Source: an optimization exercise on an open RTL-to-GDS flow (aim: small area, a short achievable clock period and few clock cycles per item). Production flows keep margins and buffers that such runs may drop.
Function was checked by simulation only, so behaviour that the tests miss may differ from the original.

--- flow/run.sh ---
#!/bin/bash
# synth_recipe.tcl (not shown) runs the flow's synth.tcl, then flattens the netlist and writes it again
# the make line also repeats each setting of config.mk as NAME=value (left out here)
make -C /OpenROAD-flow-scripts/flow DESIGN_CONFIG=/design/flow/config.mk WORK_HOME=/design/flow/orfs CLKGATE_MAP_FILE= SYNTH_SCRIPT=/design/flow/synth_recipe.tcl finish
--- flow/config.mk ---
export PLATFORM = sky130hd
export DESIGN_NAME = mpx_enc
export DESIGN_NICKNAME = mpx_enc
export VERILOG_FILES = /design/flow/design.v
export SDC_FILE = /design/flow/constraint.sdc
export NUM_CORES = 4
export LEC_CHECK = 0
export ABC_AREA = 1
export CAP_MARGIN = 20
export CORE_MARGIN = 2
export CORE_UTILIZATION = 55
export SLEW_MARGIN = 20
--- flow/constraint.sdc ---
create_clock -name core_clock -period 40.0 [get_ports {clk}]
set_input_delay 8.0000 -clock core_clock [delete_from_list [all_inputs] [get_ports {clk}]]
set_output_delay 8.0000 -clock core_clock [all_outputs]
set_load 0.01 [all_outputs]
--- flow/design.v ---
module padd #(parameter W = 8) (
    input  wire [W-1:0] a,
    input  wire [W-1:0] b,
    input  wire         ci,
    output wire [W-1:0] s,
    output wire         co
);
    localparam L = (W > 32) ? 6 : (W > 16) ? 5 : (W > 8) ? 4 : (W > 4) ? 3 : (W > 2) ? 2 : 1;
    wire [W-1:0] g [0:L];
    wire [W-1:0] p [0:L];
    wire [W-1:0] x = a ^ b;
    assign g[0] = (a & b) | {{(W-1){1'b0}}, x[0] & ci};
    assign p[0] = x;
    genvar l, i;
    generate
        for (l = 0; l < L; l = l + 1) begin : lv
            for (i = 0; i < W; i = i + 1) begin : bt
                if ((i >> l) & 1) begin : cb
                    localparam integer J = ((i >> l) << l) - 1;
                    assign g[l+1][i] = g[l][i] | (p[l][i] & g[l][J]);
                    assign p[l+1][i] = p[l][i] & p[l][J];
                end else begin : ps
                    assign g[l+1][i] = g[l][i];
                    assign p[l+1][i] = p[l][i];
                end
            end
        end
    endgenerate
    assign s  = x ^ {g[L][W-2:0], ci};
    assign co = g[L][W-1];
endmodule
module pinc #(parameter W = 8) (
    input  wire [W-1:0] a,
    input  wire         ci,
    output wire [W-1:0] s
);
    localparam L = (W > 32) ? 6 : (W > 16) ? 5 : (W > 8) ? 4 : (W > 4) ? 3 : (W > 2) ? 2 : 1;
    wire [W-1:0] p [0:L];
    assign p[0] = a;
    genvar l, i;
    generate
        for (l = 0; l < L; l = l + 1) begin : lv
            for (i = 0; i < W; i = i + 1) begin : bt
                if ((i >> l) & 1) begin : cb
                    localparam integer J = ((i >> l) << l) - 1;
                    assign p[l+1][i] = p[l][i] & p[l][J];
                end else begin : ps
                    assign p[l+1][i] = p[l][i];
                end
            end
        end
    endgenerate
    assign s = a ^ ({p[L][W-2:0], 1'b1} & {W{ci}});
endmodule
module pgt #(parameter W = 8) (
    input  wire [W-1:0] a,
    input  wire [W-1:0] b,
    output wire         gt
);
    wire [W-1:0] s;
    padd #(.W(W)) u (.a(a), .b(~b), .ci(1'b0), .s(s), .co(gt));
endmodule
module tz24 (
    input  wire [23:0] f,
    output reg  [4:0]  n
);
    integer i;
    always @* begin
        n = 5'd24;
        for (i = 23; i >= 0; i = i - 1)
            if (f[i]) n = i[4:0];
    end
endmodule
module lz27 (
    input  wire [26:0] f,
    output reg  [4:0]  n
);
    integer i;
    always @* begin
        n = 5'd26;
        for (i = 0; i <= 26; i = i + 1)
            if (f[i]) n = 5'd26 - i[4:0];
    end
endmodule
module fp32_align (
    input  wire [31:0] a,
    input  wire [31:0] b,
    output wire        swap,
    output wire [7:0]  exe,
    output wire [23:0] fx,
    output wire [26:0] my
);
    wire        anz  = |a[30:23];
    wire        bnz  = |b[30:23];
    wire [7:0]  eae  = {a[30:24], a[23] | ~anz};
    wire [7:0]  ebe  = {b[30:24], b[23] | ~bnz};
    pgt #(.W(31)) u_gt (.a(b[30:0]), .b(a[30:0]), .gt(swap));
    wire [8:0]  dab  = {1'b0, eae} - {1'b0, ebe};
    wire [7:0]  dba  = ebe - eae;
    wire [7:0]  dexp = dab[8] ? dba : dab[7:0];      
    assign exe = swap ? ebe : eae;
    assign fx  = swap ? {bnz, b[22:0]} : {anz, a[22:0]};
    wire [23:0] fy   = swap ? {anz, a[22:0]} : {bnz, b[22:0]};
    wire [4:0]  tz;
    tz24 u_tz (.f(fy), .n(tz));
    wire        sticky = (dexp > {3'b000, tz} + 8'd3) & (|fy);
    wire        far    = (|dexp[7:5]) | (dexp[4:0] > 5'd26);
    assign my = (far ? 27'd0 : ({fy, 3'b000} >> dexp[4:0])) | {26'd0, sticky};
endmodule
module fp32_add_front (
    input  wire [31:0] a,
    input  wire [31:0] b,
    output wire [27:0] r,
    output wire [7:0]  exe,
    output wire        sx,
    output wire        nan,
    output wire        inf,
    output wire        zero
);
    wire        swap;
    wire [23:0] fx;
    wire [26:0] my;
    fp32_align u_al (.a(a), .b(b), .swap(swap), .exe(exe), .fx(fx), .my(my));
    wire        sub  = a[31] ^ b[31];
    assign sx = swap ? b[31] : a[31];
    wire a_nan = (&a[30:23]) & (|a[22:0]);
    wire b_nan = (&b[30:23]) & (|b[22:0]);
    wire a_inf = (&a[30:23]) & ~(|a[22:0]);
    wire b_inf = (&b[30:23]) & ~(|b[22:0]);
    assign nan  = a_nan | b_nan | (a_inf & b_inf & sub);
    assign inf  = a_inf | b_inf;
    assign zero = sub & (a[30:0] == b[30:0]);
    padd #(.W(28)) u_add (.a({1'b0, fx, 3'b000}), .b({sub, my ^ {27{sub}}}), .ci(sub), .s(r), .co());
endmodule
module fp32_add_back (
    input  wire [27:0] r,
    input  wire [7:0]  exe,
    input  wire        sx,
    input  wire        nan,
    input  wire        inf,
    input  wire        zero,
    output wire [31:0] z
);
    wire [26:0] lim  = (exe > 8'd26) ? 27'd0 : (27'h4000000 >> (exe - 8'd1));
    wire [4:0]  lz;
    lz27 u_lz (.f(r[26:0] | lim), .n(lz));
    wire [26:0] n    = r[27] ? {r[27:2], r[1] | r[0]} : (r[26:0] << lz);
    wire [7:0]  e    = r[27] ? exe : (exe - 8'd1 - {3'd0, lz});    
    wire [30:0] m;
    fp32_round u_rd (.e(e), .n(n), .m(m));
    assign z = nan  ? 32'h7FC00000 :
               inf  ? {sx, 8'hFF, 23'd0} :
               zero ? 32'h00000000 :
                      {sx, m};
endmodule
module fp32_round (
    input  wire [7:0]  e,
    input  wire [26:0] n,
    output wire [30:0] m
);
    wire        rnd = n[2] & (n[1] | n[0] | n[3]);
    wire [8:0]  eh  = {1'b0, e} + {8'd0, n[26]};
    wire [31:0] pk;
    pinc #(.W(32)) u_inc (.a({eh, n[25:3]}), .ci(rnd), .s(pk));
    wire        ovf = pk[31] | (&pk[30:23]);
    assign m = ovf ? {8'hFF, 23'd0} : pk[30:0];
endmodule
module fp32_pack (
    input  wire [7:0]  e,
    input  wire [26:0] n,
    output wire [30:0] w,
    output wire        rnd
);
    wire [8:0]  eh  = {1'b0, e} + {8'd0, n[26]};
    wire        ovf = eh[8] | (&eh[7:0]);
    assign rnd = n[2] & (n[1] | n[0] | n[3]) & ~ovf;
    assign w   = ovf ? {8'hFF, 23'd0} : {eh[7:0], n[25:3]};
endmodule
module fp32_addsub_front (
    input  wire [31:0] l,
    input  wire [31:0] r,
    output wire [27:0] sa,       
    output wire [26:0] sd,       
    output wire [7:0]  exe,
    output wire        ss,       
    output wire        ds,       
    output wire        sub,      
    output wire        s_nan,
    output wire        d_nan,
    output wire        inf,
    output wire        same
);
    wire        swap;
    wire [23:0] fx;
    wire [26:0] my;
    fp32_align u_al (.a(l), .b(r), .swap(swap), .exe(exe), .fx(fx), .my(my));
    assign ss  = swap ? r[31] : l[31];
    assign ds  = swap ? ~r[31] : l[31];
    assign sub = l[31] ^ r[31];
    wire l_nan = (&l[30:23]) & (|l[22:0]);
    wire r_nan = (&r[30:23]) & (|r[22:0]);
    wire l_inf = (&l[30:23]) & ~(|l[22:0]);
    wire r_inf = (&r[30:23]) & ~(|r[22:0]);
    assign s_nan = l_nan | r_nan | (l_inf & r_inf & sub);
    assign d_nan = l_nan | r_nan | (l_inf & r_inf & ~sub);
    assign inf   = l_inf | r_inf;
    assign same  = (l[30:0] == r[30:0]);
    padd #(.W(28)) u_sa (.a({1'b0, fx, 3'b000}), .b({1'b0, my}), .ci(1'b0), .s(sa), .co());
    padd #(.W(27)) u_sd (.a({fx, 3'b000}), .b(~my), .ci(1'b1), .s(sd), .co());
endmodule
module fp32_addsub_back (
    input  wire [27:0] sa,
    input  wire [26:0] sd,
    input  wire [7:0]  exe,
    input  wire        ss,
    input  wire        ds,
    input  wire        sub,
    input  wire        s_nan,
    input  wire        d_nan,
    input  wire        inf,
    input  wire        same,
    output wire [31:0] s,
    output wire        s_rnd,
    output wire [31:0] d,
    output wire        d_rnd
);
    wire [26:0] na = sa[27] ? {sa[27:2], sa[1] | sa[0]} : sa[26:0];
    wire [7:0]  ea = sa[27] ? exe : exe - 8'd1;
    wire [30:0] wa;
    wire        ra;
    fp32_pack u_pa (.e(ea), .n(na), .w(wa), .rnd(ra));
    wire [26:0] lim  = (exe > 8'd26) ? 27'd0 : (27'h4000000 >> (exe - 8'd1));
    wire [4:0]  lz;
    lz27 u_lz (.f(sd | lim), .n(lz));
    wire [26:0] nd = sd << lz;
    wire [7:0]  ed = exe - 8'd1 - {3'd0, lz};
    wire [30:0] wd;
    wire        rd;
    fp32_pack u_pd (.e(ed), .n(nd), .w(wd), .rnd(rd));
    wire s_zero = sub & same;
    wire d_zero = ~sub & same;
    assign s = s_nan ? 32'h7FC00000 : inf ? {ss, 8'hFF, 23'd0} : s_zero ? 32'h00000000 :
               {ss, sub ? wd : wa};
    assign d = d_nan ? 32'h7FC00000 : inf ? {ds, 8'hFF, 23'd0} : d_zero ? 32'h00000000 :
               {ds, sub ? wa : wd};
    assign s_rnd = ~(s_nan | inf | s_zero) & (sub ? rd : ra);
    assign d_rnd = ~(d_nan | inf | d_zero) & (sub ? ra : rd);
endmodule
module csa #(parameter W = 48) (
    input  wire [W-1:0] x,
    input  wire [W-1:0] y,
    input  wire [W-1:0] z,
    output wire [W-1:0] s,
    output wire [W-1:0] c
);
    assign s = x ^ y ^ z;
    assign c = {(x[W-2:0] & y[W-2:0]) | (x[W-2:0] & z[W-2:0]) | (y[W-2:0] & z[W-2:0]), 1'b0};
endmodule
module fp32_mdec (
    input  wire [31:0] a,
    input  wire        a_rnd,
    output wire [23:0] ma,
    output wire [7:0]  ea,
    output wire        anz,
    output wire        nan,
    output wire        inf,
    output wire        zero
);
    assign anz  = |a[30:23];
    assign ma   = {anz, a[22:0]};
    assign ea   = {a[30:24], a[23] | ~anz};
    assign nan  = (&a[30:23]) & (|a[22:0]);
    assign inf  = ((&a[30:23]) & ~(|a[22:0])) | ((a[30:0] == 31'h7F7FFFFF) & a_rnd);
    assign zero = ~(|a[30:0]);
endmodule
module fp32_mround (
    input  wire [28:0] ph,
    input  wire        st,
    input  wire [4:0]  q,
    input  wire [9:0]  em1,
    output wire [30:0] m,
    output wire        ovf
);
    wire [28:0] w    = ph >> (q - 5'd20);    
    wire [23:0] mant = w[24:1];
    wire        g    = w[0];
    reg         sq;
    always @* begin
        case (q)
            5'd20:   sq = st;
            5'd21:   sq = st | ph[0];
            5'd22:   sq = st | (|ph[1:0]);
            5'd23:   sq = st | (|ph[2:0]);
            default: sq = st | (|ph[3:0]);
        endcase
    end
    wire        rnd  = g & (sq | mant[0]);
    wire [10:0] eh   = {1'b0, em1} + {10'd0, mant[23]};
    wire [33:0] pk;
    pinc #(.W(34)) u_inc (.a({eh, mant[22:0]}), .ci(rnd), .s(pk));
    assign ovf = (|pk[33:31]) | (&pk[30:23]);
    assign m   = pk[30:0];
endmodule
module fp32_mul_k_p (
    input  wire [23:0] ma,
    input  wire        a_rnd,
    input  wire        mono,
    output wire [28:0] ph,
    output wire        st
);
    wire [25:0] t;                                      
    padd #(.W(26)) u_t (.a({2'b00, ma}), .b({1'b0, ma, 1'b0}), .ci(1'b0), .s(t), .co());
    wire [25:0] tg = t & {26{~mono}};
    wire [24:0] mi;
    pinc #(.W(25)) u_mi (.a({1'b0, ma}), .ci(a_rnd), .s(mi));
    wire [22:0] kl = mono ? 23'h100000 : 23'h01999A;
    wire [47:0] r0 = {mi, kl & {23{a_rnd}}};
    wire [47:0] r1 = {23'd0, ma & {24{~mono}}, 1'b0} | {4'd0, ma & {24{mono}}, 20'd0};
    wire [47:0] r2 = {19'd0, tg, 3'd0};
    wire [47:0] r3 = {15'd0, tg, 7'd0};
    wire [47:0] r4 = {11'd0, tg, 11'd0};
    wire [47:0] r5 = {7'd0, tg, 15'd0};
    wire [47:0] s1, c1, s2, c2, s3, c3, s4, c4;
    csa u_c1 (.x(r2), .y(r3), .z(r4), .s(s1), .c(c1));
    csa u_c2 (.x(r0), .y(r1), .z(r5), .s(s2), .c(c2));
    csa u_c3 (.x(s1), .y(c1), .z(s2), .s(s3), .c(c3));
    csa u_c4 (.x(s3), .y(c3), .z(c2), .s(s4), .c(c4));
    wire [47:0] p;
    padd #(.W(48)) u_p (.a(s4), .b(c4), .ci(1'b0), .s(p), .co());
    assign ph = p[47:19];
    assign st = |p[18:0];
endmodule
module fp32_mul_k_r (
    input  wire [28:0] ph,
    input  wire        st,
    input  wire [7:0]  ea,
    input  wire        anz,
    input  wire        mono,
    input  wire        sgn,
    input  wire        nan,
    input  wire        inf,
    input  wire        zero,
    output wire [31:0] z
);
    reg  [4:0]  q;
    always @* begin
        if (anz)             q = ph[28] ? 5'd24 : 5'd23;
        else if (mono)       q = ph[27] ? 5'd23 : ph[26] ? 5'd22 : ph[25] ? 5'd21 : 5'd20;
        else                 q = ph[27] ? 5'd23 : ph[26] ? 5'd22 : 5'd21;
    end
    wire [9:0]  em1  = {2'b00, ea} + {5'd0, q} + (mono ? 10'd0 : 10'h3FF) - 10'd21;
    wire [30:0] m;
    wire        ovf;
    fp32_mround u_rd (.ph(ph), .st(st), .q(q), .em1(em1), .m(m), .ovf(ovf));
    assign z = nan  ? 32'h7FC00000 :
               (inf | ovf) ? {sgn, 8'hFF, 23'd0} :
               zero ? {sgn, 31'd0} :
                      {sgn, m};
endmodule
module fp32_mul_m_p (
    input  wire [23:0] ma,
    input  wire        a_rnd,
    output wire [28:0] ph,
    output wire        st
);
    wire [47:0] m48 = {24'd0, ma};
    wire [47:0] r0 = (m48 << 24) | (48'hE0794A & {48{a_rnd}});    
    wire [47:0] r1 = ~(m48 << 21);
    wire [47:0] r2 = m48 << 15;
    wire [47:0] r3 = ~(m48 << 11);
    wire [47:0] r4 = m48 << 8;
    wire [47:0] r5 = m48 << 6;
    wire [47:0] r6 = (m48 << 3) | 48'd2;    
    wire [47:0] r7 = m48 << 1;
    wire [47:0] s1, c1, s2, c2, s3, c3, s4, c4, s5, c5, s6, c6;
    csa u_c1 (.x(r0), .y(r1), .z(r2), .s(s1), .c(c1));
    csa u_c2 (.x(r3), .y(r4), .z(r5), .s(s2), .c(c2));
    csa u_c3 (.x(s1), .y(c1), .z(s2), .s(s3), .c(c3));
    csa u_c4 (.x(c2), .y(r6), .z(r7), .s(s4), .c(c4));
    csa u_c5 (.x(s3), .y(c3), .z(s4), .s(s5), .c(c5));
    csa u_c6 (.x(s5), .y(c5), .z(c4), .s(s6), .c(c6));
    wire [47:0] p;
    padd #(.W(48)) u_p (.a(s6), .b(c6), .ci(1'b0), .s(p), .co());
    assign ph = p[47:19];
    assign st = |p[18:0];
endmodule
module fp32_mul_m_r (
    input  wire [28:0] ph,
    input  wire        st,
    input  wire [7:0]  ea,
    input  wire        anz,
    input  wire        sgn,
    input  wire        nan,
    input  wire        inf,
    input  wire        zero,
    input  wire        mzero,
    output wire [31:0] z
);
    reg  [4:0]  q;
    always @* begin
        if (anz)  q = ph[28] ? 5'd24 : 5'd23;
        else      q = ph[27] ? 5'd23 : 5'd22;
    end
    wire [9:0]  em1  = {2'b00, ea} + {5'd0, q} - 10'd23;
    wire [30:0] m;
    wire        ovf;
    fp32_mround u_rd (.ph(ph), .st(st), .q(q), .em1(em1), .m(m), .ovf(ovf));
    assign z = (nan | (mzero & inf)) ? 32'h7FC00000 :
               (mzero | zero)        ? {sgn, 31'd0} :
               (inf | ovf)           ? {sgn, 8'hFF, 23'd0} :
                                       {sgn, m};
endmodule
module mpx_enc (
    input  wire        clk,
    input  wire        rst,
    input  wire        in_valid,
    output wire        in_ready,
    input  wire        in_stereo,
    input  wire [31:0] in_left,
    input  wire [31:0] in_right,
    input  wire [31:0] in_slot,
    output reg         out_valid,
    output reg  [31:0] out_contrib,
    output reg  [31:0] out_obuf
);
    reg         rdy;
    reg  [3:0]  ph;
    assign in_ready = rdy;
    wire take = in_valid & rdy;
    reg  [9:0]  v;
    reg         mono0;
    reg  [3:0]  ph0;
    reg  [31:0] l0, r0, slot0;
    wire [27:0] sa_w;
    wire [26:0] sd_w;
    wire [7:0]  sde_w;
    wire        ss_w, ds_w, sub_w, snan_w, dnan_w, sdinf_w, same_w;
    fp32_addsub_front u_sd1 (.l(l0), .r(r0), .sa(sa_w), .sd(sd_w), .exe(sde_w),
        .ss(ss_w), .ds(ds_w), .sub(sub_w), .s_nan(snan_w), .d_nan(dnan_w),
        .inf(sdinf_w), .same(same_w));
    reg  [27:0] sa1;
    reg  [26:0] sd1;
    reg  [7:0]  sde1;
    reg         ss1, ds1, sub1, snan1, dnan1, sdinf1, same1;
    reg         mono1;
    reg  [3:0]  ph1;
    reg  [31:0] slot1;
    wire [31:0] s_w, d_w;
    wire        srnd_w, drnd_w;
    fp32_addsub_back u_sd2 (.sa(sa1), .sd(sd1), .exe(sde1), .ss(ss1), .ds(ds1),
        .sub(sub1), .s_nan(snan1), .d_nan(dnan1), .inf(sdinf1), .same(same1),
        .s(s_w), .s_rnd(srnd_w), .d(d_w), .d_rnd(drnd_w));
    reg  [31:0] s2, d2;
    reg         srnd2, drnd2;
    reg         mono2;
    reg  [3:0]  ph2;
    reg  [31:0] slot2;
    wire [23:0] ms_w, md_w;
    wire [7:0]  es_w, ed_w;
    wire        snz_w, snan3_w, sinf3_w, szero3_w;
    wire        dnz_w, dnan3_w, dinf3_w, dzero3_w;
    fp32_mdec u_ds (.a(s2), .a_rnd(srnd2), .ma(ms_w), .ea(es_w), .anz(snz_w),
        .nan(snan3_w), .inf(sinf3_w), .zero(szero3_w));
    fp32_mdec u_dd (.a(d2), .a_rnd(drnd2), .ma(md_w), .ea(ed_w), .anz(dnz_w),
        .nan(dnan3_w), .inf(dinf3_w), .zero(dzero3_w));
    wire [28:0] p1h_w, p2h_w;
    wire        p1st_w, p2st_w;
    fp32_mul_k_p u_t1p (.ma(ms_w), .a_rnd(srnd2), .mono(mono2), .ph(p1h_w), .st(p1st_w));
    fp32_mul_m_p u_t2p (.ma(md_w), .a_rnd(drnd2), .ph(p2h_w), .st(p2st_w));
    wire mzero_w = (ph2 == 4'd0) | (ph2 == 4'd3) | (ph2 == 4'd6) | (ph2 == 4'd9);
    wire mneg_w  = (ph2 == 4'd4) | (ph2 == 4'd5) | (ph2 == 4'd10) | (ph2 == 4'd11);
    reg  [28:0] p1h3, p2h3;
    reg         p1st3, p2st3;
    reg  [7:0]  es3, ed3;
    reg         snz3, snan3, sinf3, szero3, ssg3;
    reg         dnz3, dnan3, dinf3, dzero3, dsg3, mzero3;
    reg         mono3;
    reg  [3:0]  ph3;
    reg  [31:0] slot3;
    wire [31:0] t1_w, t2m_w;
    fp32_mul_k_r u_t1r (.ph(p1h3), .st(p1st3), .ea(es3), .anz(snz3), .mono(mono3),
        .sgn(ssg3), .nan(snan3), .inf(sinf3), .zero(szero3), .z(t1_w));
    fp32_mul_m_r u_t2r (.ph(p2h3), .st(p2st3), .ea(ed3), .anz(dnz3), .sgn(dsg3),
        .nan(dnan3), .inf(dinf3), .zero(dzero3), .mzero(mzero3), .z(t2m_w));
    wire [31:0] t2_w = mono3 ? 32'h80000000 : t2m_w;
    reg  [31:0] t1_4, t2_4;
    reg         mono4;
    reg  [3:0]  ph4;
    reg  [31:0] slot4;
    wire [27:0] ar_w;
    wire [7:0]  ae_w;
    wire        asx_w, anan_w, ainf_w, azero_w;
    fp32_add_front u_a1 (.a(t1_4), .b(t2_4), .r(ar_w), .exe(ae_w), .sx(asx_w),
        .nan(anan_w), .inf(ainf_w), .zero(azero_w));
    reg  [27:0] ar5;
    reg  [7:0]  ae5;
    reg         asx5, anan5, ainf5, azero5;
    reg         mono5;
    reg  [3:0]  ph5;
    reg  [31:0] slot5;
    wire [31:0] a_w;
    fp32_add_back u_a2 (.r(ar5), .exe(ae5), .sx(asx5), .nan(anan5), .inf(ainf5),
        .zero(azero5), .z(a_w));
    reg  [31:0] a6;
    reg         mono6;
    reg  [3:0]  ph6;
    reg  [31:0] slot6;
    reg  [31:0] t3_w;
    always @* begin
        if (mono6) t3_w = 32'h80000000;
        else case (ph6)
            4'd1, 4'd5:   t3_w = 32'h3EE66666;
            4'd2, 4'd4:   t3_w = 32'h3F478841;
            4'd3:         t3_w = 32'h3F666666;
            4'd7, 4'd11:  t3_w = 32'hBEE66666;
            4'd8, 4'd10:  t3_w = 32'hBF478841;
            4'd9:         t3_w = 32'hBF666666;
            default:      t3_w = 32'h00000000;
        endcase
    end
    wire [27:0] cr_w;
    wire [7:0]  ce_w;
    wire        csx_w, cnan_w, cinf_w, czero_w;
    fp32_add_front u_c1 (.a(a6), .b(t3_w), .r(cr_w), .exe(ce_w), .sx(csx_w),
        .nan(cnan_w), .inf(cinf_w), .zero(czero_w));
    reg  [27:0] cr7;
    reg  [7:0]  ce7;
    reg         csx7, cnan7, cinf7, czero7;
    reg  [31:0] slot7;
    wire [31:0] c_w;
    fp32_add_back u_c2 (.r(cr7), .exe(ce7), .sx(csx7), .nan(cnan7), .inf(cinf7),
        .zero(czero7), .z(c_w));
    reg  [31:0] c8;
    reg  [31:0] slot8;
    wire [27:0] or_w;
    wire [7:0]  oe_w;
    wire        osx_w, onan_w, oinf_w, ozero_w;
    fp32_add_front u_o1 (.a(slot8), .b(c8), .r(or_w), .exe(oe_w), .sx(osx_w),
        .nan(onan_w), .inf(oinf_w), .zero(ozero_w));
    reg  [27:0] or9;
    reg  [7:0]  oe9;
    reg         osx9, onan9, oinf9, ozero9;
    reg  [31:0] c9;
    wire [31:0] o_w;
    fp32_add_back u_o2 (.r(or9), .exe(oe9), .sx(osx9), .nan(onan9), .inf(oinf9),
        .zero(ozero9), .z(o_w));
    always @(posedge clk) begin
        rdy <= ~rst;
        if (rst) begin
            ph        <= 4'd0;
            v         <= 10'd0;
            out_valid <= 1'b0;
        end else begin
            if (take & in_stereo) ph <= (ph == 4'd11) ? 4'd0 : ph + 4'd1;
            v         <= {v[8:0], take};
            out_valid <= v[9];
        end
        mono0 <= ~in_stereo;
        ph0   <= ph;
        l0    <= in_left;
        r0    <= in_stereo ? in_right : 32'h80000000;
        slot0 <= in_slot;
        sa1 <= sa_w; sd1 <= sd_w; sde1 <= sde_w;
        ss1 <= ss_w; ds1 <= ds_w; sub1 <= sub_w; snan1 <= snan_w; dnan1 <= dnan_w;
        sdinf1 <= sdinf_w; same1 <= same_w;
        mono1 <= mono0; ph1 <= ph0; slot1 <= slot0;
        s2 <= s_w; d2 <= d_w; srnd2 <= srnd_w; drnd2 <= drnd_w;
        mono2 <= mono1; ph2 <= ph1; slot2 <= slot1;
        p1h3 <= p1h_w; p1st3 <= p1st_w; p2h3 <= p2h_w; p2st3 <= p2st_w;
        es3 <= es_w; snz3 <= snz_w; snan3 <= snan3_w; sinf3 <= sinf3_w; szero3 <= szero3_w;
        ssg3 <= s2[31];
        ed3 <= ed_w; dnz3 <= dnz_w; dnan3 <= dnan3_w; dinf3 <= dinf3_w; dzero3 <= dzero3_w;
        dsg3 <= d2[31] ^ mneg_w; mzero3 <= mzero_w;
        mono3 <= mono2; ph3 <= ph2; slot3 <= slot2;
        t1_4 <= t1_w; t2_4 <= t2_w;
        mono4 <= mono3; ph4 <= ph3; slot4 <= slot3;
        ar5 <= ar_w; ae5 <= ae_w; asx5 <= asx_w; anan5 <= anan_w; ainf5 <= ainf_w; azero5 <= azero_w;
        mono5 <= mono4; ph5 <= ph4; slot5 <= slot4;
        a6 <= a_w; mono6 <= mono5; ph6 <= ph5; slot6 <= slot5;
        cr7 <= cr_w; ce7 <= ce_w; csx7 <= csx_w; cnan7 <= cnan_w; cinf7 <= cinf_w; czero7 <= czero_w;
        slot7 <= slot6;
        c8 <= c_w; slot8 <= slot7;
        or9 <= or_w; oe9 <= oe_w; osx9 <= osx_w; onan9 <= onan_w; oinf9 <= oinf_w; ozero9 <= ozero_w;
        c9 <= c8;
        out_contrib <= c9;
        out_obuf    <= o_w;
    end
endmodule
==> results of run 1 <==
worst paths after layout:
kind,to,slack [ns],start,depth (start not counted)
worst min register to register,slot5[4],0.31,slot4[4],0
worst min-delay path,slot5[4],0.31,slot4[4],0
worst max register to register,cr7[22],30.02,mono6,54
worst max-delay path,cr7[22],30.02,mono6,54
routing by layer:
layer / vias to the layer above / wire [um]
met4: 2 / 7340
met3: 410 / 12900
met1: 31000 / 96100
li1: 33800 / -
met5: - / 13
met2: 2136 / 96600
layout make-up:
class                   count  area (sq um)
flip-flops and latches    971         19400
repair buffers            219          2060
multi-input cells        7477         46000
diodes                      4          10.0
inverters                1776          6670
well taps                1768          2210
fillers                 12700         53000
clock buffers             121          2760
clock inverters            71           910
placed cells by master, fill, tap and decap left out, types with 33 or more instances in the layout:
master and n:
sky130_fd_sc_hd__ha_1 648, sky130_fd_sc_hd__fa_1 259, sky130_fd_sc_hd__nor2_1 805, sky130_fd_sc_hd__dfxtp_1 969, sky130_fd_sc_hd__buf_4 53, sky130_fd_sc_hd__nand2_1 2293
sky130_fd_sc_hd__o21ai_0 905, sky130_fd_sc_hd__o21a_1 33, sky130_fd_sc_hd__o211ai_1 55, sky130_fd_sc_hd__xnor2_1 95, sky130_fd_sc_hd__clkbuf_16 103, sky130_fd_sc_hd__a21oi_1 439
sky130_fd_sc_hd__or2_2 38, sky130_fd_sc_hd__clkdlybuf4s50_1 164, sky130_fd_sc_hd__nand3_1 752, sky130_fd_sc_hd__o21ai_1 37, sky130_fd_sc_hd__nor4_1 61, sky130_fd_sc_hd__o21bai_1 43
sky130_fd_sc_hd__nor2_2 46, sky130_fd_sc_hd__xor2_1 320, sky130_fd_sc_hd__nor3_1 102, sky130_fd_sc_hd__inv_1 1729, sky130_fd_sc_hd__a31oi_1 36, sky130_fd_sc_hd__nand4_1 137
metrics by stage:
stage,hold WS [ns],area [sq um],setup slack (ns)
finish,0.313,80100,30.02
global route,0.318,80100,28.80
CTS,0.319,80100,29.93
detailed placement,0.312,76400,29.16
global placement,0.310,76400,29.25
floorplan,0.310,73500,31.06
worst max-delay path: cells and delay by family, from the launching register on:
kind | cells | cell delay (ns)
compound gates | 21 | 3.61
simple gates | 24 | 3.33
fa+ha+maj | 5 | 1.17
buf+inv | 2 | 1.13
flops | 1 | 0.41
xor+xnor | 2 | 0.27
cell families (layout without fill, tap and decap cells):
group	count (synthesis)	in the layout	synth area share (%)
buffers and inverters	2096	2187	11.0
muxes	29	29	0.398
other	1	8	0.00510
adders and majority gates	907	907	18.1
DFF	971	971	26.4
AOI/OAI and AO/OA	1747	1747	13.2
and+or+nand+nor	4370	4370	25.8
xor gates and xnor gates	420	420	5.01
sequential cells by signal, summed over array words and instances, names as in the netlist, 29 cells and up, named ones only:
register / count
slot8: 32
p2h3: 29
t2_4: 32
slot7: 32
slot6: 32
slot1: 32
c8: 32
a6: 32
out_contrib: 32
slot0: 32
r0: 32
out_obuf: 32
c9: 32
d2: 32
slot5: 32
t1_4: 32
p1h3: 29
s2: 32
slot2: 32
l0: 32
slot3: 32
slot4: 32
==> metrics.md, run 1 <==
| Metric | Value |
|---|---|
| Status | timing/DRC/antenna clean |
| CTS tree | yes |
| Post-Layout Cell Count | ~12k |
| CTS H-Tree Depth | 3 |
| Total standard cell area after synthesis | 73500 sq um |
| # port buffers | roughly 170 |
| Slowest library cell on the worst path | sky130_fd_sc_hd__inv_1 |
| Final-stage net count | around 12k |
| Most used flip-flop cell after synthesis | sky130_fd_sc_hd__dfxtp_1 |
| Critical path capture point type | register |
| DRC errors left | 0 |
| Fraction of final layout cells sized beyond drive strength 1 | 4.52% |
| Warnings, synthesis | 14 |
| Final setup vio count | 0 |
| Data arrival, critical path | 10.61 ns |
| Final Hold Vio Count | 0 |
| Final count of pins violating max slew | 0 |
| Per-cell routed wire length | 17.2 um |
| Top cells by area in the synthesized netlist | sky130_fd_sc_hd__dfxtp_1 (26%), sky130_fd_sc_hd__nand2_1 (12%), sky130_fd_sc_hd__ha_1 (11%) |
| Count of unique library cells instantiated by Yosys | 91 |
| Via count of the first global-routing pass | approximately 63k |
| Core Util, Final | between 60% and 70% |
| Via count | about 67k |
| Final period demand of the worst path | approximately 10 ns |
| Setup repair after global routing missed its margin | no |
| Count of hold-fix buffers inserted at cts | 0 |
| Number of nets with antenna violations after routing | 0 |
| Worst-skew pair later-pin latency | between 0.7 and 0.8 ns |
| Met3 Track Usage GR | approximately 3.5% |
| Met1 layer usage reported by global route | 41.5% |
| DRC violation total after the first TritonRoute iteration | 5660 |
| Slowest stage delay, CP | around 1.1 ns |
| Routed WL | 213 mm |
| Antenna violations before repair | 9 |
| Most frequent CP cell | sky130_fd_sc_hd__nand2_1 |
| Most instantiated library cell after synthesis | sky130_fd_sc_hd__nand2_1 |
| Number of resized instances in the post-cts repair step | 0 |
| Remaining global-route overflow | 0 |
| CTS Buf Count | about 100 |
| Number of sinks driven by the clock tree | about 970 |
| Root buf cell | sky130_fd_sc_hd__clkbuf_16 |
| Synthesized instance count | 10.5k |
| Layout Skew | slightly below 0.07 ns |
| Average size of a mapped cell | about 7 sq um |
| Maximum root-to-sink buffer count | 3 |
| Leading cell types by count after synthesis | sky130_fd_sc_hd__nand2_1 (2296), sky130_fd_sc_hd__inv_1 (1729), sky130_fd_sc_hd__dfxtp_1 (971) |
| Area growth from synthesis to layout | 8.94% |
| Clock slew at the register clock pins of the worst setup and hold paths | 0.06 ns |
| GR peak layer | met2 |
| Req. time, crit path | roughly 41 ns |
| Aggregate global-route resource usage | 30.4% |
| Post-synth EDFFs | 0 |
| Total Die Area | between 100000 and 150000 sq um |
| Router iterations before antenna repair | 8 |
| Die Span Y | roughly 370 um |
| Placed Cells | 12.2k |
| Largest driver fanout on the critical path | 36 |
| Sum Neg Setup Slack | 0 ns |
| Vias/cell | ~5.4 |
| Worst Setup Path Type | register to register |
| Sequential share of the synthesized area | 26.4% |
| Normalized max-slew margin | 27.3% |
| Top cell type's share of synthesized area | 26.4% |
| Number of placed I/O pins | about 170 |
| Worst-margin pin slew | 1.08 ns |
| Period utilization | between 20% and 30% |
| Critical Path Start Type | register |
| Die X | ~370 um |
| #FFs+latches synth | around 970 |
| Post-CTS Setup Bufs | 0 |
| Largest net degree at the start of global routing | 114 |
| Kind of path behind the tightest hold check | register to register |
| Core Box Area | around 130000 sq um |
| Starting density of the core | between 50% and 60% |
| Final estimated routing congestion in global placement | 1.00 |
| Top cell type by total area after synthesis | sky130_fd_sc_hd__dfxtp_1 |
| HPWL after detailed placement | between 150 and 200 mm |
| First-pass GRT wire length | 335 mm |
| Number of cell rows | approximately 130 |
| Met2 Resource Use GR | around half |
| Max-cap viol count | 0 |
| Async set or reset register ratio after synthesis | 0% |
| Upper clock frequency limit | between 100 and 150 MHz |
Testbench counts, summed over its fixed seeds: cycles 8,088, items 8,000.
==> run 2, diff against run 1 <==
--- a/flow/design.v
+++ b/flow/design.v
@@ -54,2 +54,24 @@
 endmodule
+module csadd #(parameter W = 28, parameter B = 7) (
+    input  wire [W-1:0] a,
+    input  wire [W-1:0] b,
+    input  wire         ci,
+    output wire [W-1:0] s
+);
+    localparam NB = (W + B - 1) / B;
+    wire [NB:0] c;
+    assign c[0] = ci;
+    genvar k;
+    generate
+        for (k = 0; k < NB; k = k + 1) begin : blk
+            localparam integer LO = k * B;
+            localparam integer HI = (LO + B > W) ? W - 1 : LO + B - 1;
+            localparam integer N  = HI - LO + 1;
+            wire [N:0] s0 = {1'b0, a[HI:LO]} + {1'b0, b[HI:LO]};
+            wire [N:0] s1 = {1'b0, a[HI:LO]} + {1'b0, b[HI:LO]} + {{N{1'b0}}, 1'b1};
+            assign s[HI:LO] = c[k] ? s1[N-1:0] : s0[N-1:0];
+            assign c[k+1]   = c[k] ? s1[N] : s0[N];
+        end
+    endgenerate
+endmodule
 module pgt #(parameter W = 8) (
@@ -132,3 +154,3 @@
     assign zero = sub & (a[30:0] == b[30:0]);
-    padd #(.W(28)) u_add (.a({1'b0, fx, 3'b000}), .b({sub, my ^ {27{sub}}}), .ci(sub), .s(r), .co());
+    csadd #(.W(28), .B(7)) u_add (.a({1'b0, fx, 3'b000}), .b({sub, my ^ {27{sub}}}), .ci(sub), .s(r));
 endmodule
@@ -207,4 +229,4 @@
     assign same  = (l[30:0] == r[30:0]);
-    padd #(.W(28)) u_sa (.a({1'b0, fx, 3'b000}), .b({1'b0, my}), .ci(1'b0), .s(sa), .co());
-    padd #(.W(27)) u_sd (.a({fx, 3'b000}), .b(~my), .ci(1'b1), .s(sd), .co());
+    csadd #(.W(28), .B(7)) u_sa (.a({1'b0, fx, 3'b000}), .b({1'b0, my}), .ci(1'b0), .s(sa));
+    csadd #(.W(27), .B(7)) u_sd (.a({fx, 3'b000}), .b(~my), .ci(1'b1), .s(sd));
 endmodule
@@ -311,3 +333,3 @@
     wire [25:0] t;                                      
-    padd #(.W(26)) u_t (.a({2'b00, ma}), .b({1'b0, ma, 1'b0}), .ci(1'b0), .s(t), .co());
+    csadd #(.W(26), .B(7)) u_t (.a({2'b00, ma}), .b({1'b0, ma, 1'b0}), .ci(1'b0), .s(t));
     wire [25:0] tg = t & {26{~mono}};
@@ -328,3 +350,3 @@
     wire [47:0] p;
-    padd #(.W(48)) u_p (.a(s4), .b(c4), .ci(1'b0), .s(p), .co());
+    csadd #(.W(48), .B(8)) u_p (.a(s4), .b(c4), .ci(1'b0), .s(p));
     assign ph = p[47:19];
@@ -382,3 +404,3 @@
     wire [47:0] p;
-    padd #(.W(48)) u_p (.a(s6), .b(c6), .ci(1'b0), .s(p), .co());
+    csadd #(.W(48), .B(8)) u_p (.a(s6), .b(c6), .ci(1'b0), .s(p));
     assign ph = p[47:19];
--- a/flow/config.mk
+++ b/flow/config.mk
@@ -10,3 +10,3 @@
 export CORE_MARGIN = 2
-export CORE_UTILIZATION = 55
+export CORE_UTILIZATION = 45
 export SLEW_MARGIN = 20
==> run 2 against run 1 <==
  * Die area grew 27%
  * Global-route usage is 5.1 points lower
  * First-iteration DRC count grew 4.2%
  * Maximum frequency is 1.1% lower
  * Utilization fell by 10 points
  * Register-to-register slack better by 0.67 ns
  * Wire length is 5.4% higher
  * Critical path type is now register to primary output
  * Synthesized cell count grew 5.4%
  * Setup slack got worse by 0.11 ns
  * Worst hold slack got worse by 0.012 ns
  * Area after synthesis up 4.3%
==> metrics.md, run 2 <==
| Metric | Value |
|---|---|
| Number of cell rows | 151 (+13%) |
| Leading cell types by count after synthesis | sky130_fd_sc_hd__nand2_1 (2386), sky130_fd_sc_hd__inv_1 (1812), sky130_fd_sc_hd__dfxtp_1 (971) |
| Core Util, Final | 49.7% (-10 points) |
| Clock slew at the register clock pins of the worst setup and hold paths | 0.07 ns (about the same) |
| Status | timing/DRC/antenna clean |
| #FFs+latches synth | 971 (unchanged) |
| Source of the worst register-to-register timing path | mono6 |
| Kind of path behind the tightest hold check | register to register |
| Average size of a mapped cell | 6.91 sq um (-0.96%) |
| Upper clock frequency limit | 99.1 MHz (-1.1%) |
| Aggregate global-route resource usage | 25.3% (-5.1 points) |
| CP top delay family | flip-flops |
| Per-cell routed wire length | 16.7 um (-2.7%) |
| Post-synth EDFFs | 0 (unchanged) |
| HPWL after detailed placement | 184 mm (+7.0%) |
| Root buf cell | sky130_fd_sc_hd__clkbuf_16 |
| Largest net degree at the start of global routing | 110 (-3.5%) |
| Critical path capture point type | primary output |
| Total standard cell area after synthesis | 76700 sq um (+4.3%) |
| CTS H-Tree Depth | 3 (unchanged) |
| Area of the multi-input gates | 49000 sq um (+6.4%) |
| Area growth from synthesis to layout | 9.60% |
| Final period demand of the worst path | 10.09 ns (+0.114 ns) |
| Timing startpoint of the critical path | out_valid |
| Number of sinks driven by the clock tree | 971 (unchanged) |
| Start point of the worst hold path | mono1 |
| Remaining global-route overflow | 0 (unchanged) |
| Period utilization | 25.2% (+0.29 points) |
| Most instantiated library cell after synthesis | sky130_fd_sc_hd__nand2_1 |
| Sum Neg Setup Slack | 0 ns (unchanged) |
| Sequential share of the synthesized area | 25.3% (-1.1 points) |
| CTS tree | yes |
| Number of resized instances in the post-cts repair step | 0 (unchanged) |
| Slowest stage delay, CP | 0.69 ns (-0.38 ns) |
| Top cells by area in the synthesized netlist | sky130_fd_sc_hd__dfxtp_1 (25%), sky130_fd_sc_hd__nand2_1 (12%), sky130_fd_sc_hd__ha_1 (11%) |
| Final setup vio count | 0 (unchanged) |
| Req. time, crit path | 32.00 ns (-8.63 ns) |
| Top cell type's share of synthesized area | 25.3% (-1.1 points) |
| Max-cap viol count | 0 (unchanged) |
| Leading cell type in the layout, fill and taps excluded | sky130_fd_sc_hd__nand2_1 |
| Synthesized instance count | 11.1k (+5.4%) |
| Data arrival, critical path | 2.09 ns (-8.52 ns) |
| Via count | 70.3k (+4.3%) |
| DRC violation total after the first TritonRoute iteration | 5900 (+4.2%) |
| Final Hold Vio Count | 0 (unchanged) |
| Most frequent cells in the layout | sky130_fd_sc_hd__nand2_1 (2383), sky130_fd_sc_hd__inv_1 (1811), sky130_fd_sc_hd__dfxtp_1 (969), sky130_fd_sc_hd__nor2_1 (941), sky130_fd_sc_hd__o21ai_0 (926) |
| Die Span Y | 417 um (+13%) |
| # port buffers | 165 (unchanged) |
| Fill count | 17.2k (+35%) |
| Vias/cell | 5.23 (-3.7%) |
| Setup repair after global routing missed its margin | no |
| First-pass GRT wire length | 356 mm (+6.3%) |
| Final count of pins violating max slew | 0 (unchanged) |
| Final estimated routing congestion in global placement | 0.962 (-3.8%) |
| Warnings, synthesis | 10 (-4) |
| Async set or reset register ratio after synthesis | 0% (unchanged) |
| Normalized max-slew margin | 17.0% (-10 points) |
| Final-stage net count | 12.2k (+5.2%) |
| Worst-margin pin slew | 1.23 ns (+0.150 ns) |
| Number of nets with antenna violations after routing | 0 (unchanged) |
| Total Die Area | 174000 sq um (+27%) |
| DRC errors left | 0 (unchanged) |
| Post-Layout Cell Count | 13.4k (+8.3%) |
| Worst-skew pair later-pin latency | 0.80 ns (+0.06 ns) |
| Fin Hold WS | 0.301 ns (-0.0119 ns) |
| Maximum root-to-sink buffer count | 3 (unchanged) |
| Most used flip-flop cell after synthesis | sky130_fd_sc_hd__dfxtp_1 |
| Register area | 19400 sq um (unchanged) |
| Via count of the first global-routing pass | 66.2k (+5.1%) |
| Number of placed I/O pins | 166 (unchanged) |
| Count of hold-fix buffers inserted at cts | 0 (unchanged) |
| Placed Cells | 13.2k (+8.4%) |
| Top cell type by total area after synthesis | sky130_fd_sc_hd__dfxtp_1 |
| Starting density of the core | 45.3% (-9.9 points) |
| Slowest library cell on the worst path | sky130_fd_sc_hd__dfxtp_1 |
| Core Box Area | 169000 sq um (+27%) |
| Post-CTS Setup Bufs | 0 (unchanged) |
| Die X | 417 um (+13%) |
| Router iterations before antenna repair | 7 (-1) |
| Critical Path Start Type | register |
| Count of unique library cells instantiated by Yosys | 88 (-3.3%) |
| Routed WL | 224 mm (+5.4%) |
| Worst Setup Path Type | register to primary output |
| Buffering stage count on the worst path with inverters included | 1 (-1) |
| CP cell instances | clkdlybuf4s50_1 |
| Antenna violations before repair | 8 (-1) |
| Largest driver fanout on the critical path | 1 (-97%) |
| Layout Skew | 0.0854 ns (+0.0160 ns) |
| CTS Buf Count | 108 (+5.9%) |
| Fraction of final layout cells sized beyond drive strength 1 | 4.20% (-0.33 points) |
run 2: layer usage:
metal	vias up	GRT usage [%]	part of all wire, %
met4	0	7.36	2.9
met3	337	2.86	5.3
li1	35600	-	-
met2	1887	42.1	46
met1	32500	34.5	46
met5	-	0	0
run 2: logic make-up after synthesis:
logic type | after synthesis | share of synthesized area, %
flops | 971 | 25.3
other cells | 1 | 0.00489
compound gates | 1774 | 12.7
simple gates | 4661 | 26.3
mux | 26 | 0.348
xor+xnor | 579 | 6.63
buf+inv | 2164 | 10.9
fa+ha+maj | 929 | 17.8
run 2: path summary, 6_finish.rpt:
path	to	slack, ns	cells past startpoint
worst max-delay path	out_valid	29.91	1
worst min-delay path	mono2	0.30	0
worst max register to register	cr7[27]	30.69	50
worst min register to register	mono2	0.30	0
run 2: final cells by class:
cell class / instances / share of cell area, %
Antenna cell: 1 / 0.00298
Clock buffer: 136 / 3.50
Tap cell: 2218 / 3.30
Inverter: 1854 / 8.28
Sequential cell: 971 / 23.1
Clock inverter: 67 / 1.08
Multi-Input combinational cell: 7973 / 58.2
Timing Repair Buffer: 221 / 2.47
run 2: metrics by stage:
step	setup slack, ns	area [sq um]
after floorplan	31.13	76700
after global placement	29.71	80200
after detailed placement	29.70	80200
after CTS	29.78	84100
after global routing	29.58	84100
final	29.91	84100
Testbench counts of run 2, summed over its fixed seeds: cycles 8,088, items 8,000.
==> run 3, diff against run 2 <==
--- a/flow/design.v
+++ b/flow/design.v
@@ -453,3 +453,2 @@
     reg         mono0;
-    reg  [3:0]  ph0;
     reg  [31:0] l0, r0, slot0;
@@ -575,3 +574,3 @@
         end else begin
-            if (take & in_stereo) ph <= (ph == 4'd11) ? 4'd0 : ph + 4'd1;
+            if (v[0] & ~mono0) ph <= (ph == 4'd11) ? 4'd0 : ph + 4'd1;
             v         <= {v[8:0], take};
@@ -580,3 +579,2 @@
         mono0 <= ~in_stereo;
-        ph0   <= ph;
         l0    <= in_left;
@@ -587,3 +585,3 @@
         sdinf1 <= sdinf_w; same1 <= same_w;
-        mono1 <= mono0; ph1 <= ph0; slot1 <= slot0;
+        mono1 <= mono0; ph1 <= ph; slot1 <= slot0;
         s2 <= s_w; d2 <= d_w; srnd2 <= srnd_w; drnd2 <= drnd_w;
--- a/flow/config.mk
+++ b/flow/config.mk
@@ -10,3 +10,5 @@
 export CORE_MARGIN = 2
-export CORE_UTILIZATION = 45
+export CORE_UTILIZATION = 60
+export CTS_CLUSTER_DIAMETER = 100
+export CTS_CLUSTER_SIZE = 30
 export SLEW_MARGIN = 20
==> run 3 against run 2 <==
  * Global-route usage grew 7.3 points
  * Worst hold slack better by 0.0034 ns
  * Die area decreased by 24%
  * First-iteration DRC count rose by 9.7%
  * Register-to-register slack barely moved
  * Critical path type unchanged
  * Highest routed layer is now met5
==> metrics.md, run 3 <==
| Metric | Value |
|---|---|
| Count of unique library cells instantiated by Yosys | 85 (-3.4%) |
| #FFs+latches synth | 967 (-0.41%) |
| Router iterations before antenna repair | 6 (-1) |
| Setup WS pre-CTS | 30.68 ns (+0.976 ns) |
| Average size of a mapped cell | 6.94 sq um (+0.54%) |
| Upper clock frequency limit | 104 MHz (+5.0%) |
| Count of hold-fix buffers inserted at cts | 0 (unchanged) |
| Top cells by area in the synthesized netlist | sky130_fd_sc_hd__dfxtp_1 (25%), sky130_fd_sc_hd__nand2_1 (12%), sky130_fd_sc_hd__ha_1 (11%) |
| Aggregate global-route resource usage | 32.6% (+7.3 points) |
| Data arrival, critical path | 1.61 ns (-0.48 ns) |
| PnR worst setup slack | 30.39 ns (+0.477 ns) |
| Final-stage net count | 12.1k (-0.36%) |
| Placed Cells | 12.7k (-4.1%) |
| Slowest stage delay, CP | 0.53 ns (-0.16 ns) |
| Buffering stage count on the worst path with inverters included | 1 (unchanged) |
| Top routing layer used | met5 |
| Via count | 71.2k (+1.3%) |
| Top cell type's share of synthesized area | 25.1% (-0.26 points) |
| Area growth from synthesis to layout | 5.97% |
| Most frequent cells in the layout | sky130_fd_sc_hd__nand2_1 (2368), sky130_fd_sc_hd__inv_1 (1784), sky130_fd_sc_hd__dfxtp_1 (965), sky130_fd_sc_hd__o21ai_0 (916), sky130_fd_sc_hd__nor2_1 (872) |
| DRC errors left | 0 (unchanged) |
| Fraction of final layout cells sized beyond drive strength 1 | 4.46% (+0.27 points) |
| Post-CTS Setup Bufs | 0 (unchanged) |
| # port buffers | 165 (unchanged) |
| Worst-skew pair later-pin latency | 0.74 ns (-0.06 ns) |
| CP cell instances | clkdlybuf4s50_1 |
| CTS Buf Count | 49 (-55%) |
| Async set or reset register ratio after synthesis | 0% (unchanged) |
| Req. time, crit path | 32.00 ns (about the same) |
| Leading cell type in the layout, fill and taps excluded | sky130_fd_sc_hd__nand2_1 |
| Warnings, synthesis | 10 (unchanged) |
| Critical Path Start Type | register |
| Antenna violations before repair | 8 (unchanged) |
| Starting density of the core | 60.5% (+15 points) |
| Total standard cell area after synthesis | 77200 sq um (+0.61%) |
| Remaining global-route overflow | 0 (unchanged) |
| Number of cell rows | 131 (-13%) |
| Normalized max-slew margin | 25.7% (+8.7 points) |
| First-pass GRT wire length | 348 mm (-2.3%) |
| Final count of pins violating max slew | 0 (unchanged) |
| Final setup vio count | 0 (unchanged) |
| Met1 Routed Length | 95.5 mm (-7.1%) |
| Number of nets with antenna violations after routing | 0 (unchanged) |
| Status | timing/DRC/antenna clean |
| Vias/cell | 5.58 (+6.6%) |
| Via count of the first global-routing pass | 66.7k (+0.89%) |
| Number of placed I/O pins | 166 (unchanged) |
| Routed WL | 220 mm (-1.9%) |
| Setup repair after global routing missed its margin | no |
| Sum Neg Setup Slack | 0 ns (unchanged) |
| Fin Hold WS | 0.304 ns (+0.00342 ns) |
| Die Span Y | 363 um (-13%) |
| Final period demand of the worst path | 9.61 ns (-0.477 ns) |
| Slowest library cell on the worst path | sky130_fd_sc_hd__clkdlybuf4s50_1 |
| Top cell type by total area after synthesis | sky130_fd_sc_hd__dfxtp_1 |
| Largest net degree at the start of global routing | 112 (+1.8%) |
| CP top delay family | buffers and inverters |
| Final estimated routing congestion in global placement | 1.01 (+5.2%) |
| Final Hold Vio Count | 0 (unchanged) |
| Synthesized instance count | 11.1k (+0.063%) |
| Most used flip-flop cell after synthesis | sky130_fd_sc_hd__dfxtp_1 |
| Leading cell types by count after synthesis | sky130_fd_sc_hd__nand2_1 (2371), sky130_fd_sc_hd__inv_1 (1784), sky130_fd_sc_hd__dfxtp_1 (967) |
| CTS H-Tree Depth | 2 (-1) |
| Post-Layout Cell Count | 12.8k (-4.9%) |
| Number of sinks driven by the clock tree | 967 (-0.41%) |
| Length of routed met2 wiring | 101 mm (-1.9%) |
| Sum of met3 wire segment lengths after detailed routing | 14.7 mm (+23%) |
| Kind of path behind the tightest hold check | register to register |
| Number of resized instances in the post-cts repair step | 0 (unchanged) |
| Period utilization | 24.0% (-1.2 points) |
| Sequential share of the synthesized area | 25.1% (-0.26 points) |
| Worst-margin pin slew | 1.11 ns (-0.120 ns) |
| Largest driver fanout on the critical path | 1 (unchanged) |
| DRC violation total after the first TritonRoute iteration | 6473 (+9.7%) |
| Max-cap viol count | 0 (unchanged) |
| Root buf cell | sky130_fd_sc_hd__clkbuf_16 |
| HPWL after detailed placement | 179 mm (-2.6%) |
| Maximum root-to-sink buffer count | 3 (unchanged) |
| Core Box Area | 128000 sq um (-25%) |
| Critical path capture point type | primary output |
| Total Die Area | 131000 sq um (-24%) |
| Layout Skew | 0.0702 ns (-0.0152 ns) |
| Clock slew at the register clock pins of the worst setup and hold paths | 0.11 ns (+0.04 ns) |
| Most instantiated library cell after synthesis | sky130_fd_sc_hd__nand2_1 |
| Die X | 363 um (-13%) |
| Post-synth EDFFs | 0 (unchanged) |
| Worst Setup Path Type | register to primary output |
| CTS tree | yes |
| Per-cell routed wire length | 17.2 um (+3.1%) |
[run 3: changes by cell type in the layout (fill, tap and decap cells not counted), sizes merged, moves of 7 or more]
cell | previous run | this run
xor2 | 400 | 393
clkbuf | 136 | 53
xnor2 | 179 | 187
nand3 | 732 | 769
a31oi | 34 | 25
nand2 | 2406 | 2413
clkinv | 40 | 28
clkinvlp | 10 | 0
bufinv | 10 | 0
inv | 1861 | 1847
o21ai | 977 | 968
nor4 | 76 | 87
nor3 | 153 | 144
[run 3: path summary, 6_finish.rpt]
check / startpoint / end / slack (ns) / depth (start not counted)
worst max-delay path: out_contrib[10] / out_contrib[10] / 30.39 / 1
worst min-delay path: slot7[11] / slot8[11] / 0.30 / 0
worst max register to register: l0[19] / sd1[26] / 30.68 / 45
worst min register to register: slot7[11] / slot8[11] / 0.30 / 0
[run 3: kinds of logic after synthesis]
group / after synthesis / share of synthesized area [%]
AO/OA/AOI/OAI: 1747 / 12.5
XOR/XNOR: 580 / 6.61
adder cells (fa/ha/maj): 929 / 17.7
buffers and inverters: 2159 / 10.9
flip-flops: 967 / 25.1
multiplexers: 23 / 0.306
other: 1 / 0.00486
AND/OR/NAND/NOR: 4706 / 27.0
[run 3: routing by layer]
metal | GRT usage (%) | up-vias
met5 | 0 | -
met4 | 11.9 | 2
met3 | 3.59 | 458
met2 | 54.3 | 2433
met1 | 43.6 | 32900
li1 | - | 35500
[run 3: per-stage QoR]
stage	cell area (sq um)	util [%]
global route	81700	64.1
finish	81800	64.1
detailed placement	80000	62.7
floorplan	77200	-
global placement	80000	62.7
CTS	81700	64.1
[run 3: cell type report]
cell class	instances	area [sq um]
Sequential cell	967	19400
Timing Repair Buffer	227	2120
Antenna cell	5	12.5
Clock buffer	53	1260
Tap cell	1662	2080
Multi-Input combinational cell	7989	49500
Clock inverter	24	510
Fill cell	11800	45800
Inverter	1851	6960
Testbench counts of run 3, summed over its fixed seeds: cycles 8,088, items 8,000.
==> run 4, diff against run 3 <==
--- a/flow/design.v
+++ b/flow/design.v
@@ -404,3 +404,3 @@
     wire [47:0] p;
-    csadd #(.W(48), .B(8)) u_p (.a(s6), .b(c6), .ci(1'b0), .s(p));
+    padd #(.W(48)) u_p (.a(s6), .b(c6), .ci(1'b0), .s(p), .co());
     assign ph = p[47:19];
==> run 4 against run 3 <==
  * Critical path depth grew 53
  * Setup slack worse by 0.69 ns
  * Worst hold slack better by 0.027 ns
  * First-iteration DRC count is 16% higher
  * Non-clock buffer count fell by 11
  * Global-route usage grew 0.16 points
  * Cell count down 1.1%
  * Critical path type is now register to register
  * Critical endpoint is now cr7[27]
  * Largest cell class unchanged
  * Highest routed layer is now met4
==> metrics.md, run 4 <==
| Metric | Value |
|---|---|
| Via count of the first global-routing pass | 65.8k (-1.4%) |
| Core Box Area | 126000 sq um (-1.5%) |
| Leading cell type in the layout, fill and taps excluded | sky130_fd_sc_hd__nand2_1 |
| Warnings, synthesis | 11 (+1) |
| Via count | 70.4k (-1.2%) |
| Worst Setup Path Type | register to register |
| Clock slew at the register clock pins of the worst setup and hold paths | 0.11 ns (about the same) |
| Vias/cell | 5.57 (about the same) |
| Upper clock frequency limit | 97.1 MHz (-6.7%) |
| Area growth from synthesis to layout | 5.95% (about the same) |
| Worst-skew pair later-pin latency | 0.71 ns (-0.03 ns) |
| Sum Neg Setup Slack | 0 ns (unchanged) |
| Post-synth EDFFs | 0 (unchanged) |
| Setup repair after global routing missed its margin | no |
| Data arrival, critical path | 10.90 ns (+9.29 ns) |
| Leading cell types by count after synthesis | sky130_fd_sc_hd__nand2_1 (2436), sky130_fd_sc_hd__inv_1 (1793), sky130_fd_sc_hd__dfxtp_1 (967) |
| Die Span Y | 360 um (-0.85%) |
| Most instantiated library cell after synthesis | sky130_fd_sc_hd__nand2_1 |
| DRC errors left | 0 (unchanged) |
| Router iterations before antenna repair | 7 (+1) |
| Remaining global-route overflow | 0 (unchanged) |
| Final setup vio count | 0 (unchanged) |
| Average size of a mapped cell | 6.90 sq um (-0.68%) |
| Register area | 19400 sq um (unchanged) |
| Worst-margin pin slew | 1.15 ns (+0.0389 ns) |
| DRC violation total after the first TritonRoute iteration | 7530 (+16%) |
| Synthesized instance count | 11.0k (-1.0%) |
| Async set or reset register ratio after synthesis | 0% (unchanged) |
| CP top delay family | simple AND/OR/NAND/NOR gates |
| Most frequent CP cell | sky130_fd_sc_hd__nand2_1 |
| Area of the multi-input gates | 48300 sq um (-2.4%) |
| Count of unique library cells instantiated by Yosys | 81 (-4.7%) |
| Final-stage net count | 12.0k (-1.1%) |
| Number of nets with antenna violations after routing | 0 (unchanged) |
| Buffering stage count on the worst path with inverters included | 5 (+4) |
| PnR worst setup slack | 29.70 ns (-0.689 ns) |
| Starting density of the core | 60.4% (-0.11 points) |
| Total Die Area | 129000 sq um (-1.7%) |
| Period utilization | 25.8% (+1.7 points) |
| Per-cell routed wire length | 17.3 um (+0.31%) |
| Most used flip-flop cell after synthesis | sky130_fd_sc_hd__dfxtp_1 |
| CTS Buf Count | 48 (-2.0%) |
| Post-CTS Setup Bufs | 0 (unchanged) |
| Sequential share of the synthesized area | 25.5% (+0.44 points) |
| Top cell type's share of synthesized area | 25.5% (+0.44 points) |
| CTS H-Tree Depth | 2 (unchanged) |
| Normalized max-slew margin | 23.0% (-2.7 points) |
| Number of cell rows | 130 (-0.76%) |
| Number of placed I/O pins | 166 (unchanged) |
| # port buffers | 165 (unchanged) |
| Antenna violations before repair | 4 (-4) |
| Kind of path behind the tightest hold check | register to register |
| #FFs+latches synth | 967 (unchanged) |
| Req. time, crit path | 40.60 ns (+8.60 ns) |
| CTS tree | yes |
| Routed WL | 218 mm (-0.81%) |
| Final period demand of the worst path | 10.30 ns (+0.689 ns) |
| Critical path capture point type | register |
| Final Hold Vio Count | 0 (unchanged) |
| Fraction of final layout cells sized beyond drive strength 1 | 3.36% (-1.1 points) |
| Root buf cell | sky130_fd_sc_hd__clkbuf_16 |
| Layout Skew | 0.0351 ns (-0.0351 ns) |
| HPWL after detailed placement | 177 mm (-0.95%) |
| Most frequent cells in the layout | sky130_fd_sc_hd__nand2_1 (2434), sky130_fd_sc_hd__inv_1 (1793), sky130_fd_sc_hd__dfxtp_1 (965), sky130_fd_sc_hd__o21ai_0 (955), sky130_fd_sc_hd__nor2_1 (899) |
| Largest driver fanout on the critical path | 36 (+35) |
| Setup WS pre-CTS | 29.86 ns (-0.812 ns) |
| Top cell type by total area after synthesis | sky130_fd_sc_hd__dfxtp_1 |
| Total standard cell area after synthesis | 75800 sq um (-1.7%) |
| Die X | 360 um (-0.85%) |
| Fill count | 11.5k (-2.4%) |
| Top cells by area in the synthesized netlist | sky130_fd_sc_hd__dfxtp_1 (26%), sky130_fd_sc_hd__nand2_1 (12%), sky130_fd_sc_hd__ha_1 (11%) |
| First-pass GRT wire length | 345 mm (-0.78%) |
| Aggregate global-route resource usage | 32.8% (+0.16 points) |
| Maximum root-to-sink buffer count | 3 (unchanged) |
| Slowest stage delay, CP | 0.72 ns (+0.19 ns) |
| Count of hold-fix buffers inserted at cts | 0 (unchanged) |
| Slowest library cell on the worst path | sky130_fd_sc_hd__inv_1 |
| Status | timing/DRC/antenna clean |
| Max-cap viol count | 0 (unchanged) |
| Critical Path Start Type | register |
| Number of resized instances in the post-cts repair step | 0 (unchanged) |
| Final estimated routing congestion in global placement | 0.997 (-1.4%) |
| Number of sinks driven by the clock tree | 967 (unchanged) |
| Largest net degree at the start of global routing | 107 (-4.5%) |
| Final count of pins violating max slew | 0 (unchanged) |
-- run 4: cell count changes in the layout (fill, tap and decap cells not counted), moves of 12 or more --
cell / delta
sky130_fd_sc_hd__nor3_1: -21
sky130_fd_sc_hd__xor2_1: -12
sky130_fd_sc_hd__nand3_1: -22
sky130_fd_sc_hd__inv_2: -29
sky130_fd_sc_hd__nor2_2: -58
sky130_fd_sc_hd__nor2_4: -17
sky130_fd_sc_hd__nor3b_2: +14
sky130_fd_sc_hd__o21ai_1: -14
sky130_fd_sc_hd__xnor2_1: -38
sky130_fd_sc_hd__nand2_1: +66
sky130_fd_sc_hd__o21ai_0: +39
sky130_fd_sc_hd__nor2_1: +27
-- run 4: kinds of logic (layout without fill, tap and decap cells) --
family          Yosys count  count (layout)  share of synthesized area (%)
mux                      22              22                          0.297
compound gates         1768            1768                           12.8
other cells               1               5                        0.00495
flops                   967             967                           25.5
xor+xnor                528             528                           6.11
fa+ha+maj               922             922                           17.8
simple gates           4645            4645                           26.5
buf+inv                2143            2128                           10.9
-- run 4: cell type report --
class / count / share of cell area, %
tap: 1650 / 2.57
multi-input combinational: 7889 / 60.1
sequential: 967 / 24.1
antenna: 1 / 0.00311
clock inverter: 26 / 0.626
inverter: 1838 / 8.59
timing repair buffer: 216 / 2.53
clock buffer: 48 / 1.49
-- run 4: per-stage QoR --
stage | area [sq um] | hold slack, ns | utilization, % | std cells
after floorplan | 75800 | 0.310 | - | 11000
after global placement | 78600 | 0.310 | 62.6 | 12600
after detailed placement | 78600 | 0.312 | 62.6 | 12600
after CTS | 80300 | 0.333 | 64.0 | 12600
after global routing | 80300 | 0.340 | 64.0 | 12600
final | 80300 | 0.332 | 64.0 | 12600
-- run 4: worst paths after layout --
check,start,to,slack (ns),depth (start not counted)
worst max register to register,mono6,cr7[27],29.70,54
worst min-delay path,slot2[22],slot3[22],0.33,0
worst min register to register,slot2[22],slot3[22],0.33,0
worst max-delay path,mono6,cr7[27],29.70,54
-- run 4: per-layer routing --
layer | global-route usage [%] | vias to the layer above | part of all wire, %
met5 | 0 | - | 0
met4 | 10.3 | 0 | 3.3
met3 | 4.17 | 396 | 7.9
met2 | 53.5 | 2689 | 45
met1 | 45.0 | 32300 | 44
li1 | - | 35100 | -
-- run 4: worst register-to-register path, delay by kind of cell, from the launching register on --
kind,cells,cell delay (ns)
DFF,1,0.39
buffers and inverters,5,1.11
AOI/OAI and AO/OA,19,3.63
xor gates and xnor gates,2,0.28
adders and majority gates,3,0.81
and+or+nand+nor,25,3.99
Testbench counts of run 4, summed over its fixed seeds: cycles 8,088, items 8,000.

-- afterwards: timing with drivers on the ports --
In the flow no input, the clock included, has a driving cell. The finished layouts below were timed again as built, in two steps. Step 1 assumes that a clkbuf_16 drives the clock port and a buf_2 every other input. Step 2 adds t to the input delays and takes it off the output delays; t is the mean of the earliest and latest rising clock arrival at the registers after step 1. Input paths then give back, and output paths get back, about the clock's delay inside the block. Three values: ideal ports, drivers, drivers and shift; two values: the first two.
| run | shift t [ns] | slack for setup (ns) | worst setup path after step 2 | clock arrival spread, ns | worst data-port slew with drivers (ns) |
|---|---|---|---|---|---|
| run 1 | 0.784 | 30.025 / 30.025 / 30.025 | register to register | 0.072 / 0.071 | 0.10 |
| run 2 | 0.837 | 29.911 / 29.826 / 29.712 | input to register | 0.106 / 0.106 | 0.06 |
| run 3 | 0.779 | 30.387 / 30.304 / 30.677 | register to register | 0.081 / 0.081 | 0.06 |
| run 4 | 0.776 | 29.699 / 29.699 / 29.699 | register to register | 0.050 / 0.050 | 0.06 |
After both steps setup and hold are still met in every run listed. For run 2, which loses most, drivers alone change the setup slack by -0.085 ns; drivers and shift together by -0.199 ns.
